This design comes from an exercise in tuning for small area, a short achievable clock period and few clock cycles on the open sky130 flow, not from production work.
Function not checked in this run: the RTL went through the layout flow alone.
Power and IR drop assume default switching activity.

**flow/run.sh**
```bash
#!/bin/bash
# synth_recipe.tcl (not shown) runs the flow's synth.tcl, then flattens the netlist and writes it again
# the make line also repeats each setting of config.mk as NAME=value (left out here)
make -C /OpenROAD-flow-scripts/flow DESIGN_CONFIG=/design/flow/config.mk WORK_HOME=/design/flow/orfs CLKGATE_MAP_FILE= SYNTH_SCRIPT=/design/flow/synth_recipe.tcl finish
```
**flow/design.v**
```verilog
`timescale 1ns/1ps
module symcodec_rx (
    input  wire        clk,
    input  wire        rst,
    input  wire        in_valid,
    output wire        in_ready,
    input  wire [63:0] in_data,     
    input  wire [3:0]  in_groups,   
    input  wire        in_last,     
    output reg         out_valid,
    output reg  [7:0]  out_byte,
    output reg  [2:0]  out_kind,    
    output reg         done,
    output reg  [1:0]  res,         
    output reg  [3:0]  cause,       
    output reg         chkmis,
    output reg  [15:0] clean_bits,
    output reg  [15:0] n_bytes,
    output reg  [31:0] pre,
    output reg  [15:0] len,
    output reg  [7:0]  stored_chk,
    output reg  [7:0]  calc_chk,
    output reg  [15:0] bad_index,
    output reg  [5:0]  bad_win
);
    localparam [1:0] RES_SOME  = 2'd1;
    localparam [1:0] RES_ABORT = 2'd3;
    localparam [3:0] C_NONE    = 4'd0;
    localparam [3:0] C_CHKMIS  = 4'd3;
    localparam [3:0] C_UNMAP   = 4'd4;
    localparam [3:0] C_SHORT   = 4'd5;
    localparam [2:0] K_PRE = 3'd0, K_LEN = 3'd1, K_PAY = 3'd2, K_CHK = 3'd3, K_TRAIL = 3'd4;
    function [4:0] dec6;
        input [5:0] cw;
        begin
            case (cw)
                6'd13: dec6 = {1'b1, 4'h0};
                6'd14: dec6 = {1'b1, 4'h1};
                6'd19: dec6 = {1'b1, 4'h2};
                6'd21: dec6 = {1'b1, 4'h3};
                6'd22: dec6 = {1'b1, 4'h4};
                6'd25: dec6 = {1'b1, 4'h5};
                6'd26: dec6 = {1'b1, 4'h6};
                6'd28: dec6 = {1'b1, 4'h7};
                6'd35: dec6 = {1'b1, 4'h8};
                6'd37: dec6 = {1'b1, 4'h9};
                6'd38: dec6 = {1'b1, 4'hA};
                6'd41: dec6 = {1'b1, 4'hB};
                6'd42: dec6 = {1'b1, 4'hC};
                6'd44: dec6 = {1'b1, 4'hD};
                6'd49: dec6 = {1'b1, 4'hE};
                6'd50: dec6 = {1'b1, 4'hF};
                default: dec6 = 5'd0;
            endcase
        end
    endfunction
    function [5:0] rev6;
        input [5:0] v;
        rev6 = {v[0], v[1], v[2], v[3], v[4], v[5]};
    endfunction
    reg [63:0] gbuf;         
    reg [3:0]  grp_left;     
    reg        last_in;      
    reg        finish;       
    wire take_group = (grp_left != 4'd0);
    assign in_ready = !last_in && !finish && (grp_left <= 4'd1);
    wire accept = in_valid && in_ready;
    wire [7:0] grp   = gbuf[7:0];
    wire       clean = (grp == 8'h00) || (grp == 8'hFF);
    wire       cbit  = grp[0];
    reg [4:0]  wbits;        
    reg [2:0]  wcnt;         
    reg [15:0] win_idx;      
    reg        aborted;      
    reg [15:0] clean_cnt;
    wire [5:0] cw       = {cbit, wbits};          
    wire [4:0] dec      = dec6(cw);
    wire       use_bit  = take_group && clean && !aborted;
    wire       win_done = use_bit && (wcnt == 3'd5);
    wire       nib_ok   = win_done && dec[4];
    wire       nib_bad  = win_done && !dec[4];
    reg [3:0]  low_nib;
    reg        have_low;
    wire       byte_go  = nib_ok && have_low;
    wire [7:0] new_byte = {dec[3:0], low_nib};
    reg [15:0] byte_cnt;
    reg [31:0] pre_r;
    reg [15:0] len_r;
    reg [7:0]  xor_r;
    reg [7:0]  stored_r;
    reg        got_chk;
    wire [16:0] chk_pos = {1'b0, len_r} + 17'd6;
    wire [16:0] bidx    = {1'b0, byte_cnt};
    reg  [2:0]  kind;
    always @(*) begin
        if (byte_cnt < 16'd4)      kind = K_PRE;
        else if (byte_cnt < 16'd6) kind = K_LEN;
        else if (bidx < chk_pos)   kind = K_PAY;
        else if (bidx == chk_pos)  kind = K_CHK;
        else                       kind = K_TRAIL;
    end
    always @(posedge clk) begin
        if (rst) begin
            gbuf      <= 64'd0;
            grp_left  <= 4'd0;
            last_in   <= 1'b0;
            finish    <= 1'b0;
            wbits     <= 5'd0;
            wcnt      <= 3'd0;
            win_idx   <= 16'd0;
            aborted   <= 1'b0;
            clean_cnt <= 16'd0;
            low_nib   <= 4'd0;
            have_low  <= 1'b0;
            byte_cnt  <= 16'd0;
            pre_r     <= 32'd0;
            len_r     <= 16'd0;
            xor_r     <= 8'd0;
            stored_r  <= 8'd0;
            got_chk   <= 1'b0;
            out_valid <= 1'b0;
            out_byte  <= 8'd0;
            out_kind  <= 3'd0;
            done      <= 1'b0;
            res       <= 2'd0;
            cause     <= 4'd0;
            chkmis    <= 1'b0;
            clean_bits <= 16'd0;
            n_bytes   <= 16'd0;
            pre       <= 32'd0;
            len       <= 16'd0;
            stored_chk <= 8'd0;
            calc_chk  <= 8'd0;
            bad_index <= 16'd0;
            bad_win   <= 6'd0;
        end else begin
            out_valid <= 1'b0;
            done      <= 1'b0;
            if (accept) begin
                gbuf     <= in_data;
                grp_left <= (in_groups > 4'd8) ? 4'd8 : in_groups;
                last_in  <= in_last;
            end else if (take_group) begin
                gbuf     <= {8'd0, gbuf[63:8]};
                grp_left <= grp_left - 4'd1;
            end
            if (last_in && !take_group && !finish)
                finish <= 1'b1;
            if (take_group && clean)
                clean_cnt <= clean_cnt + 16'd1;
            if (use_bit) begin
                if (wcnt == 3'd5) begin
                    wcnt    <= 3'd0;
                    win_idx <= win_idx + 16'd1;
                end else begin
                    wbits[wcnt] <= cbit;
                    wcnt        <= wcnt + 3'd1;
                end
            end
            if (nib_bad) begin
                aborted   <= 1'b1;
                bad_index <= win_idx;
                bad_win   <= rev6(cw);
            end
            if (nib_ok) begin
                if (have_low) begin
                    have_low <= 1'b0;
                end else begin
                    low_nib  <= dec[3:0];
                    have_low <= 1'b1;
                end
            end
            if (byte_go) begin
                out_valid <= 1'b1;
                out_byte  <= new_byte;
                out_kind  <= kind;
                byte_cnt  <= byte_cnt + 16'd1;
                case (byte_cnt)
                    16'd0: pre_r[7:0]   <= new_byte;
                    16'd1: pre_r[15:8]  <= new_byte;
                    16'd2: pre_r[23:16] <= new_byte;
                    16'd3: pre_r[31:24] <= new_byte;
                    16'd4: len_r[7:0]   <= new_byte;
                    16'd5: len_r[15:8]  <= new_byte;
                    default: ;
                endcase
                if (kind == K_PRE || kind == K_LEN || kind == K_PAY)
                    xor_r <= xor_r ^ new_byte;
                if (kind == K_CHK) begin
                    stored_r <= new_byte;
                    got_chk  <= 1'b1;
                end
            end
            if (finish) begin
                done       <= 1'b1;
                clean_bits <= clean_cnt;
                n_bytes    <= byte_cnt;
                if (aborted) begin
                    res        <= RES_ABORT;
                    cause      <= C_UNMAP;
                end else if (!got_chk) begin
                    res        <= RES_ABORT;
                    cause      <= C_SHORT;
                end else begin
                    res        <= RES_SOME;
                    cause      <= (stored_r != xor_r) ? C_CHKMIS : C_NONE;
                end
                if (!aborted && got_chk) begin
                    chkmis     <= (stored_r != xor_r);
                    pre        <= pre_r;
                    len        <= len_r;
                    stored_chk <= stored_r;
                    calc_chk   <= xor_r;
                end else begin
                    chkmis     <= 1'b0;
                    pre        <= 32'd0;
                    len        <= 16'd0;
                    stored_chk <= 8'd0;
                    calc_chk   <= 8'd0;
                end
                if (!aborted) begin
                    bad_index  <= 16'd0;
                    bad_win    <= 6'd0;
                end
                finish    <= 1'b0;
                last_in   <= 1'b0;
                wbits     <= 5'd0;
                wcnt      <= 3'd0;
                win_idx   <= 16'd0;
                aborted   <= 1'b0;
                clean_cnt <= 16'd0;
                low_nib   <= 4'd0;
                have_low  <= 1'b0;
                byte_cnt  <= 16'd0;
                pre_r     <= 32'd0;
                len_r     <= 16'd0;
                xor_r     <= 8'd0;
                stored_r  <= 8'd0;
                got_chk   <= 1'b0;
            end
        end
    end
endmodule
```
**flow/constraint.sdc**
```tcl
create_clock -name core_clock -period 5.0 [get_ports {clk}]
set_input_delay 1.0000 -clock core_clock [delete_from_list [all_inputs] [get_ports {clk}]]
set_output_delay 1.0000 -clock core_clock [all_outputs]
set_load 0.01 [all_outputs]
```
**flow/config.mk**
```make
export PLATFORM = sky130hd
export DESIGN_NAME = symcodec_rx
export DESIGN_NICKNAME = symcodec_rx
export VERILOG_FILES = /design/flow/design.v
export SDC_FILE = /design/flow/constraint.sdc
export NUM_CORES = 4
export LEC_CHECK = 0
export CAP_MARGIN = 20
export CORE_MARGIN = 2
export CORE_UTILIZATION = 40
export SLEW_MARGIN = 20
```
==> results.txt <==
synth top area cells=dfxtp_1 48%, mux2i_1 6.7%, nand2_1 6.6%; DIE AREA=0.03642 mm²; final hold viol count=0; Commonest cells post-synth=333 x dfxtp_1, 244 x nand2_1, 200 x nor2_1, 97 x a21oi_1, 94 x mux2i_1; Slew @ Worst Pin=1.079 ns; Min-Delay Path Class=reg2reg; Yosys cell types=62; DR WL/cell=17.21 µm; syn_nets=1678; area occupied by multi-input gates=0.006778 mm²; Initial DRC Count=718; maximum vdd ir drop=0.6160 mV; CP bufs+invs=2; crit path time final=3.831 ns; peak fanout along the critical path=6; outcome=timing/DRC/antenna clean; Yosys reg bits=333; vias in the first global route=11310; drt first pass iters=5; PD cells=418.7 mW/mm²; Mapped Cells=1573; CTS tree=built; routed wire length=38.14 mm; Data required, critical path=4.00 ns; number of fill cells=3264; Overflow after GRT=0; Longest Clk Path Bufs=3; residual DRC count=0; Worst path max stage delay=0.88 ns; fin. max-slew vios=0; Data arrival, critical path=2.83 ns; Pleak=6.450 nW; EDFF count, synth=0; Final Net Count=1835; post-CTS sizing=0; post-detail-place hpwl=25.43 mm; WS Path Type=reg2out; Synth area leader=dfxtp_1; Largest regs=gbuf (64), pre (32), pre_r (32); CP max-delay cell=nor4b_1; Crit path max-delay family=simple AND/OR/NAND/NOR gates; row count=68; count of warnings emitted by yosys=1; Finished Core Util=0.5138; antenna violations before repair=1; Port Buffers=209; Starting Density=0.4052; Post-Syn Area per Cell=8.877 µm²; Post-synth top flop=dfxtp_1; crit-path cells=inv_1 -> ha_1 -> nor2_1 -> nor4b_1 -> clkdlybuf4s50_1; clock latency on the worst-skew pair=0.53 ns; root buffer selected by CTS=clkbuf_16; cts bufs inserted=38; most numerous cell in the Yosys netlist=dfxtp_1; post-route ant nets=0; Seq/Total Area, Yosys=0.4774; wire length of the first global-routing pass=60.73 mm; largest net degree at the start of global routing=92; Largest Register=gbuf; maxcap violations=0; FMAX=261.1 MHz; setup bufs post-CTS=0; max reg flops=64; Worst Setup Start Kind=register; Top-Level Pins=211; Final Cycle Share=0.7661; Sink Count=333; Yosys top cell area share=0.4774; cts hold-fix bufs=0; area delta synth->final=26.78%; Vias/cell=5.352; Setup crit end kind=primary output; H-tree levels=2; gr usage total=0.2065; register area=0.006668 mm²; Reg clk slew, reported paths=0.06 ns; routability congestion estimate=0.8558; via count=11860; Max-slew headroom=0.2708; Layout Skew=0.01733 ns; layout cells sized above 1=0.05795; TNS Setup=0 ns; Core ar.=0.03446 mm²; # setup viols final=0; asr flop ratio synth=0; chip height=190.8 µm; unrepaired setup endpoints after global routing=no; synthesized area=0.01396 mm²; die width=190.8 µm
## final timing paths
check,startpoint,end,slack [ns],cells after the start
worst min-delay path,out_byte[6]$_SDFFE_PP0P_,out_byte[6]$_SDFFE_PP0P_,0.45,2
worst min register to register,out_byte[6]$_SDFFE_PP0P_,out_byte[6]$_SDFFE_PP0P_,0.45,2
worst max register to register,len_r[1]$_SDFFE_PP0P_,xor_r[7]$_SDFFE_PP0P_,1.35,15
worst max-delay path,grp_left[0]$_SDFFE_PP0P_,in_ready,1.17,5
## cell usage in the layout (no fill, tap or decap), drive strengths merged, types with 19 or more instances in the layout
master	instances
xor2	25
inv	33
nor2	200
mux2i	94
dfxtp	333
clkbuf	55
o31ai	20
o21ai	22
a311oi	57
ha	33
clkdlybuf4s50	208
nand3	31
nand4	30
a21oi	97
buf	19
a22o	64
nand2	245
xnor2	24
## area by class of cell
cell class | count | area share
multi-input combinational | 1098 | 0.3829
sequential | 333 | 0.3766
timing repair buffer | 227 | 0.1257
clock buffer | 55 | 0.06410
tap | 455 | 0.03216
clock inverter | 15 | 0.01166
inverter | 32 | 0.006785
antenna | 1 | 0.0001414
## power by group
| group | switching (mW) | internal, mW | leakage (nW) | total (mW) |
|---|---|---|---|---|
| Sequential | 0.182 | 2.91 | 2.69 | 3.09 |
| Combinational | 0.959 | 0.461 | 3.10 | 1.42 |
| Clock | 1.14 | 1.75 | 0.656 | 2.90 |
## tightest hold or removal path: cells and delay by family (launching register included)
| kind | cells | cell delay, ns |
|---|---|---|
| simple gates | 1 | 0.05 |
| compound gates | 1 | 0.05 |
| flops | 1 | 0.30 |
## metrics by stage
step                      hold WS [ns]  power (mW)  cell area (µm²)  setup slack, ns  std cells
after CTS                       0.4549       7.477            17700            1.144       2215
after floorplan                 0.4422       4.147            13960            1.801       1573
after global placement          0.4395       4.546            16360            1.511       2145
after global routing            0.4718       7.795            17700           0.9709       2216
final                           0.4490       7.412            17700            1.169       2216
after detailed placement        0.4434       4.570            16360            1.441       2145
## per-layer routing
metal / GRT usage / vias up / wire [µm]
li1: - / 5890 / -
met1: 0.2702 / 5652 / 17260
met2: 0.3482 / 257 / 18370
met3: 0.03607 / 60 / 1691
met4: 0.05874 / 0 / 820
met5: 0 / - / 0
## logic make-up after synthesis
| family | Yosys count | share of synthesized area |
|---|---|---|
| muxes | 95 | 0.06819 |
| adders and majority gates | 33 | 0.02957 |
| buffers and inverters | 142 | 0.03925 |
| other | 1 | 0.0002686 |
| AOI/OAI and AO/OA | 315 | 0.1625 |
| and+or+nand+nor | 605 | 0.1921 |
| DFF | 333 | 0.4774 |
| xor gates and xnor gates | 49 | 0.03073 |

-- separate check: timing with driven ports --
The results above use ideal ports. As a check the final layout listed here was re-extracted and re-timed, cells and wires unchanged.
Step 1 sets driving cells, clkbuf_16 on the clock port and buf_2 on the other inputs (assumed; they add their load-dependent delay and slew).
Step 2 times the ports against the registers' clock, not the clock port: input delays grow and output delays shrink by t, the midpoint of the rising clock arrivals with the driver on.
Slacks: no drivers / after step 1 / after step 2; pairs: no drivers / after step 1.
shift t [ns]: 0.575
setup WS [ns]: 1.169 / 1.119 / 1.346
worst setup path after step 2: register to register
clock arrival spread, ns: 0.017 / 0.018
worst data-port slew with drivers (ns): 0.07
After both steps setup and hold are still met in this run. The setup slack of this run moves by -0.050 ns with the drivers and by +0.177 ns with both steps.
